This design comes from an exercise in tuning for small area, a short achievable clock period and few clock cycles per item on the open sky130 flow, not from production work. No functional check of the RTL was part of this run.

[design/flow/constraint.sdc]
create_clock -name core_clock -period 20.0 [get_ports {clk}]
set_input_delay 4.0000 -clock core_clock [delete_from_list [all_inputs] [get_ports {clk}]]
set_output_delay 4.0000 -clock core_clock [all_outputs]
set_load 0.01 [all_outputs]
[design/flow/design.v]
module feistel_core (
    input  wire         clk,
    input  wire         rst,       
    input  wire         start,     
    input  wire         alg,       
    input  wire         dir,       
    input  wire         chain,     
    input  wire         first,     
    input  wire [127:0] key,       
    input  wire [63:0]  iv,        
    input  wire [63:0]  din,       
    output wire         ready,
    output wire         done,      
    output wire [63:0]  dout       
);
    localparam [31:0] DELTA = 32'h9e3779b9;
    function [31:0] bswap(input [31:0] x);
        bswap = {x[7:0], x[15:8], x[23:16], x[31:24]};
    endfunction
    reg         busy;
    reg         done_r;
    reg         ready_r;       
    reg  [5:0]  h;             
    reg         alg_r, dir_r, chain_r;
    reg  [31:0] k0, k1, k2, k3;
    reg  [31:0] ta, sb;        
    reg  [63:0] prev;          
    reg  [63:0] last_ct;       
    wire [63:0] prev_in = first ? iv : last_ct;
    wire [63:0] blk_in  = (chain && !dir) ? (din ^ prev_in) : din;
    wire [31:0] in_v0   = bswap(blk_in[31:0]);
    wire [31:0] in_v1   = bswap(blk_in[63:32]);
    wire [31:0] sum_tab [0:32];
    genvar gi;
    generate
        for (gi = 0; gi <= 32; gi = gi + 1) begin : g_tab
            assign sum_tab[gi] = gi * DELTA;
        end
    endgenerate
    wire [5:0]  q      = {1'b0, h[5:1]} + {5'd0, alg_r ? dir_r : h[0]};
    wire [5:0]  m_n    = dir_r ? (6'd32 - q) : (q + 6'd1);
    wire [31:0] s_n    = sum_tab[m_n];
    wire        tgt1_n = ~h[0] ^ dir_r;
    wire [1:0]  kidx_n = alg_r ? (tgt1_n ? s_n[12:11] : s_n[1:0]) : {tgt1_n, 1'b0};
    reg  [31:0] s_r;
    reg  [3:0]  ksel_r;
    reg         tgt1_r;
    reg         last_r;
    reg         last_dec;
    reg         first_r;
    always @(posedge clk) begin
        if (busy) begin
            s_r    <= s_n;
            ksel_r <= 4'd1 << kidx_n;
            tgt1_r <= tgt1_n;
            last_r <= (h == 6'd62);
            last_dec <= (h == 6'd62) && dir_r;
            first_r <= 1'b0;
        end else begin
            s_r    <= dir ? 32'hc6ef3720 : (alg ? 32'd0 : DELTA);
            ksel_r <= dir ? 4'b0100 : 4'b0001;
            tgt1_r <= dir;
            last_r <= 1'b0;
            last_dec <= 1'b0;
            first_r <= 1'b1;
        end
    end
    wire        tgt1 = tgt1_r;
    wire        last = last_r;
    wire [31:0] s = s_r;
    wire [31:0] kx = ({32{ksel_r[0]}} & k0) | ({32{ksel_r[1]}} & k1) |
                     ({32{ksel_r[2]}} & k2) | ({32{ksel_r[3]}} & k3);
    wire [31:0] ky = tgt1 ? k3 : k1;
    wire [31:0] a1, a2, a3;
    feistel_add32 u_a1 (.a((sb << 4) ^ (alg_r ? (sb >> 5) : 32'd0)), .b(alg_r ? sb : kx),
                        .ci(1'b0), .y(a1));
    feistel_add32 u_a2 (.a(s), .b(alg_r ? kx : sb), .ci(1'b0), .y(a2));
    feistel_add32 u_a3 (.a(sb >> 5), .b(ky), .ci(1'b0), .y(a3));
    wire [31:0] f  = a1 ^ a2 ^ (alg_r ? 32'd0 : a3);
    wire [31:0] nb;
    feistel_add32 u_nb (.a(ta), .b(f ^ {32{dir_r}}), .ci(dir_r), .y(nb));
    assign dout  = {bswap(sb), bswap(ta)} ^ prev;
    assign ready = ready_r;
    assign done  = done_r;
    always @(posedge clk) begin
        if (rst) begin
            busy    <= 1'b0;
            ready_r <= 1'b1;
            done_r  <= 1'b0;
        end else begin
            done_r  <= busy && last;
            if (!busy) begin
                busy    <= start;
                ready_r <= !start;
            end else if (last) begin
                busy    <= 1'b0;
                ready_r <= 1'b1;
            end
        end
    end
    always @(posedge clk) begin
        h <= busy ? (h + 6'd1) : 6'd0;
        if (!busy) begin
            alg_r   <= alg;
            dir_r   <= dir;
            chain_r <= chain;
            k0      <= bswap(key[31:0]);
            k1      <= bswap(key[63:32]);
            k2      <= bswap(key[95:64]);
            k3      <= bswap(key[127:96]);
            ta      <= dir ? in_v1 : in_v0;
            sb      <= dir ? in_v0 : in_v1;
            prev    <= (chain && dir) ? prev_in : 64'd0;
        end else if (last_dec) begin
            ta      <= nb;
        end else begin
            ta      <= sb;
            sb      <= nb;
        end
        if (busy && (dir_r ? first_r : last))
            last_ct <= {bswap(dir_r ? ta : nb), bswap(sb)};
    end
endmodule
module feistel_add32 (
    input  wire [31:0] a, b,
    input  wire        ci,
    output wire [31:0] y
);
    wire [31:0] p = a ^ b;
    wire [31:0] g0 = (a & b) | {31'd0, p[0] & ci};
    wire [31:0] t0 = p;
    wire [31:0] g1, t1, g2, t2, g3, t3, g4, t4, g5, t5;
    genvar i;
    generate
        for (i = 0; i < 32; i = i + 1) begin : g_l1
            if (i & 1) begin : g_c
                assign g1[i] = g0[i] | (t0[i] & g0[i - 1]);
                assign t1[i] = t0[i] & t0[i - 1];
            end else begin : g_p
                assign g1[i] = g0[i];
                assign t1[i] = t0[i];
            end
        end
        for (i = 0; i < 32; i = i + 1) begin : g_l2
            if (i & 2) begin : g_c
                assign g2[i] = g1[i] | (t1[i] & g1[(i & ~3) + 1]);
                assign t2[i] = t1[i] & t1[(i & ~3) + 1];
            end else begin : g_p
                assign g2[i] = g1[i];
                assign t2[i] = t1[i];
            end
        end
        for (i = 0; i < 32; i = i + 1) begin : g_l3
            if (i & 4) begin : g_c
                assign g3[i] = g2[i] | (t2[i] & g2[(i & ~7) + 3]);
                assign t3[i] = t2[i] & t2[(i & ~7) + 3];
            end else begin : g_p
                assign g3[i] = g2[i];
                assign t3[i] = t2[i];
            end
        end
        for (i = 0; i < 32; i = i + 1) begin : g_l4
            if (i & 8) begin : g_c
                assign g4[i] = g3[i] | (t3[i] & g3[(i & ~15) + 7]);
                assign t4[i] = t3[i] & t3[(i & ~15) + 7];
            end else begin : g_p
                assign g4[i] = g3[i];
                assign t4[i] = t3[i];
            end
        end
        for (i = 0; i < 32; i = i + 1) begin : g_l5
            if (i & 16) begin : g_c
                assign g5[i] = g4[i] | (t4[i] & g4[15]);
                assign t5[i] = t4[i] & t4[15];
            end else begin : g_p
                assign g5[i] = g4[i];
                assign t5[i] = t4[i];
            end
        end
    endgenerate
    assign y = p ^ {g5[30:0], ci};
endmodule
[design/flow/standard.sh]
#!/bin/bash
# synth_recipe.tcl (not shown) runs the flow's synth.tcl, then flattens the netlist and writes it again
# the make line also repeats each setting of config.mk as NAME=value (left out here)
make -C /OpenROAD-flow-scripts/flow DESIGN_CONFIG=/design/flow/config.mk WORK_HOME=/design/flow/orfs CLKGATE_MAP_FILE= SYNTH_SCRIPT=/design/flow/synth_recipe.tcl "${@:-finish}"
[design/flow/flow/run.sh]
#!/bin/bash
# The standard layout, with the smallest buffer on each port in place of the
# delay buffer that buffer_ports picks by default, and timing repair aiming
# for a shorter period than the clock's.
bash standard.sh BUFFER_PORTS_ARGS="-buffer_cell sky130_fd_sc_hd__buf_1" SETUP_SLACK_MARGIN=14.5 CTS_CLUSTER_SIZE=30 CTS_CLUSTER_DIAMETER=80 finish > standard.log 2>&1
[design/flow/config.mk]
export PLATFORM = sky130hd
export DESIGN_NAME = feistel_core
export DESIGN_NICKNAME = feistel_core
export VERILOG_FILES = /design/flow/design.v
export SDC_FILE = /design/flow/constraint.sdc
export NUM_CORES = 4
export LEC_CHECK = 0
export CAP_MARGIN = 20
export CORE_MARGIN = 2
export CORE_UTILIZATION = 40
export SLEW_MARGIN = 20
==> run summary <==
==> synth_stat cells, types with 4 or more instances <==
cell        n
mux2_2    101
a21oi_1   207
mux2i_1    77
dfxtp_1    81
a31oi_1    34
ha_1      121
a211oi_1   31
and3_1      7
o211a_1     5
or3_1      37
nor2_1    192
fa_1       20
o31ai_1     4
nor3_1     18
nand2_1   201
o21bai_1   12
clkbuf_1   93
inv_1      39
o21ai_0   150
nand4_1    10
edfxtp_1  290
and2_1     12
buf_1      31
a21boi_0    4
nor2b_1    42
xnor2_1   182
nand3_1    22
o21ai_1     9
and4_1      5
buf_2       6
nand2b_1   12
a22oi_1    67
a221oi_1    8
o21a_1      7
a21o_1     39
o22ai_1     7
o211ai_1   10
xor2_1    150
xor2_2      4
==> flip-flops by register name, summed over array words and instances, names as in the netlist <==
| name | count |
|---|---|
| ready_r | 1 |
| last_r | 1 |
| dir_r | 1 |
| last_dec | 1 |
| k1 | 32 |
| sb | 32 |
| k2 | 32 |
| h | 6 |
| prev | 64 |
| ta | 32 |
| k0 | 32 |
| alg_r | 1 |
| s_r | 32 |
| tgt1_r | 1 |
| ksel_r | 4 |
| busy | 1 |
| last_ct | 64 |
| done_r | 1 |
| first_r | 1 |
| k3 | 32 |
==> repair_timing <==
action | in CTS | in global routing
gates cloned | 7 | 0
gates resized for setup | 93 | 91
pin swaps | 52 | 65
buffers inserted | 78 | 32
setup endpoints to repair | 118 | 83
==> logic make-up (layout without fill, tap and decap cells) <==
family,count (synthesis),after routing,share of synthesized area
compound gates,632,632,0.1603
xor+xnor,339,339,0.1249
fa+ha+maj,144,144,0.07986
buf+inv,172,566,0.02683
flops,371,371,0.4243
mux,178,178,0.07837
other cells,0,4,0
simple gates,572,572,0.1055
==> worst max-delay path, delay by kind of cell, from the launching register on <==
family,cells,cell delay (ns)
DFF,1,0.47
and+or+nand+nor,7,0.91
muxes,1,0.28
xor gates and xnor gates,6,1.17
adders and majority gates,4,1.33
buffers and inverters,1,0.06
AOI/OAI and AO/OA,7,1.46
==> through the flow <==
step | hold slack [ns]
finish | 0.4614
global route | 0.4901
CTS | 0.4669
detailed placement | 0.4516
global placement | 0.4433
floorplan | 0.4309
==> final cells by class <==
type	count	area, sq um
inverter	42	168.9
clock buffer	28	689.4
fill	5497	30890
sequential	371	10350
timing repair buffer	476	2689
clock inverter	20	316.6
tap	782	978.4
antenna	4	10.01
multi-input combinational	1865	14150
==> how the worst max path moves through the flow <==
stage | cells past startpoint | startpoint | slack [ns] | end
3_3_place_gp | 26 | alg_r | 13.30 | sb[31]
4_1_cts | 27 | ksel_r[3] | 14.20 | sb[31]
6_report | 26 | k2[0] | 14.18 | last_ct[39]
5_1_grt | 27 | alg_r | 13.88 | sb[26]
2_1_floorplan | 27 | alg_r | 14.46 | last_ct[39]
3_5_place_dp | 26 | alg_r | 13.12 | sb[31]
==> per-layer routing <==
metal	global-route usage	up-vias	wire, um
met5	0	-	0
met4	0.06176	0	1935
met3	0.02993	115	5536
met2	0.4010	773	37360
met1	0.3607	9958	36710
li1	-	9475	-
==> flow_metrics.py <==
metrics = {
    "yosys": {
        "yosysSeqAreaShare": 0.4243,
        "synth-edff-count": 290,
        "synthesis.nets": 2812,
        "synthFlopType": "edfxtp_1",
        "netlist_instances": 2408,
        "ys_ff_latch": 371,
        "synth_top_cell_area_share": 0.3577,
        "yosysWarnings": 1,
        "syn_avg_cell_area_sq_um": 10.11,
        "synth.distinct_cells": 73,
        "synthTopCellsByArea": "edfxtp_1 (36%), dfxtp_1 (6.7%), xnor2_1 (6.5%), ha_1 (6.2%), xor2_1 (5.4%)",
        "synth_area_sq_um": 24350,
        "synth_top_area_cell": "edfxtp_1",
        "synthArstFlopShare": 0,
    },
    "grt": {
        "grt_pass1_wl_mm": 121.1,
        "gr-total-overflow": 0,
        "grtUsageTotal": 0.2506,
        "grt_max_degree": 97,
        "antenna_found_initial": 4,
        "grt_pass1_vias": 19630,
    },
    "routing": {
        "drt_wl_total_mm": 81.54,
        "drt_iter0_markers": 1940,
        "antenna_left": 0,
        "firstDrtPassIters": 6,
        "route.detailed.drc": 0,
        "vias_per_cell": 5.664,
        "routedWlPerCell_um": 22.72,
        "via_count": 20320,
    },
    "timing": {
        "rsz0062_at_grt": "true",
        "timing.final.crit_share": 0.2910,
        "worst_pin_slew_ns": 1.054,
        "relSlewSlack": 0.2974,
        "period_needed_ns": 5.820,
        "fin_ws_ns": 14.18,
        "finalClockSkew_ns": 0.05112,
        "setup_viol": 0,
        "slew_violations": 0,
        "hold_violations": 0,
        "fmax_ghz": 0.1718,
        "finalSetupTns_ns": 0,
    },
    "status": {
        "status": "timing/DRC/antenna clean",
    },
    "floorplanning": {
        "coreArea_sq_um": 60250,
        "die_x_um": 250.7,
        "die_area_sq_um": 62860,
        "die_h_um": 250.7,
        "io_pins": 329,
        "num_rows": 90,
        "initial_utilization": 0.4041,
    },
    "placement": {
        "place_area_sq_um": 26440,
        "place_inst": 3419,
        "port_buffers": 328,
        "place_congestion": 0.9482,
        "dp_slack_ns": 13.12,
        "post-dp-hpwl_mm": 58.26,
    },
    "critical_path": {
        "reg2reg_depth": 26,
        "worstPathRequired_ns": 20.46,
        "slowest_stage": "fa_2",
        "rr_endpoint": "last_ct[39]",
        "setup.worst_path.start_class": "flip-flop",
        "end_kind": "flip-flop",
        "arrival_ns": 6.28,
        "ff2ff_setup_slack_ns": 14.18,
        "crit_type": "reg2reg",
        "cp_slowest_stage_delay_ns": 0.58,
        "reg2reg_from": "k2[0]",
        "cp_max_fo": 3,
    },
    "final_layout": {
        "syn_to_final_growth_pct": 20.56,
        "layout_commonest_cell": "buf_1",
        "drive_gt1_frac": 0.1638,
        "postLayoutCoreUtil": 0.4872,
        "instances_no_fill": 3588,
        "nets": 3186,
        "fin_area_sq_um": 29350,
        "final_cell_mix": "buf_1 (318), edfxtp_1 (290), nand2_1 (193), a21oi_1 (193), nor2_1 (188)",
    },
    "clock_tree": {
        "cts.sinks": 371,
        "cts_buffers": 26,
        "clk_latency_ns": 0.62,
        "hold_buffers": 0,
        "cts_root_buf": "clkbuf_16",
        "path_clk_slew_ns": 0.09,
        "cts_max_level": 1,
        "clock_path_buffers": 3,
        "cts_tree": "built",
    },
    "worst_hold_path": {
        "holdPathStages": 2,
        "hp-class": "reg2reg",
        "worstHoldEndpoint": "ready_r",
        "min_from": "ready_r",
    },
    "flow_run": {
        "cap_violations": 0,
    },
}

[afterwards: timing with drivers on the ports]
Ports are ideal in the flow. The routed layout listed here was re-timed in OpenROAD. Step 1, drivers: a clkbuf_16 drives clk and a buf_2 each remaining input, both assumed. Step 2 also shifts input and output timing later by t, the mid clock arrival at the registers, as if the neighbouring blocks saw the same clock. a / b / c = ideal / step 1 / step 2; a / b = the first two.
t (ns): 0.653
slack for setup (ns): 14.180 / 14.180 / 13.968
worst setup path after step 2: input to register
latest minus earliest clock arrival (ns): 0.052 / 0.052
worst register clock-pin slew, ns: 0.11 / 0.11
After both steps this run still meets setup and hold. The setup slack of this run moves by 0.000 ns with the drivers and by -0.212 ns with both steps.
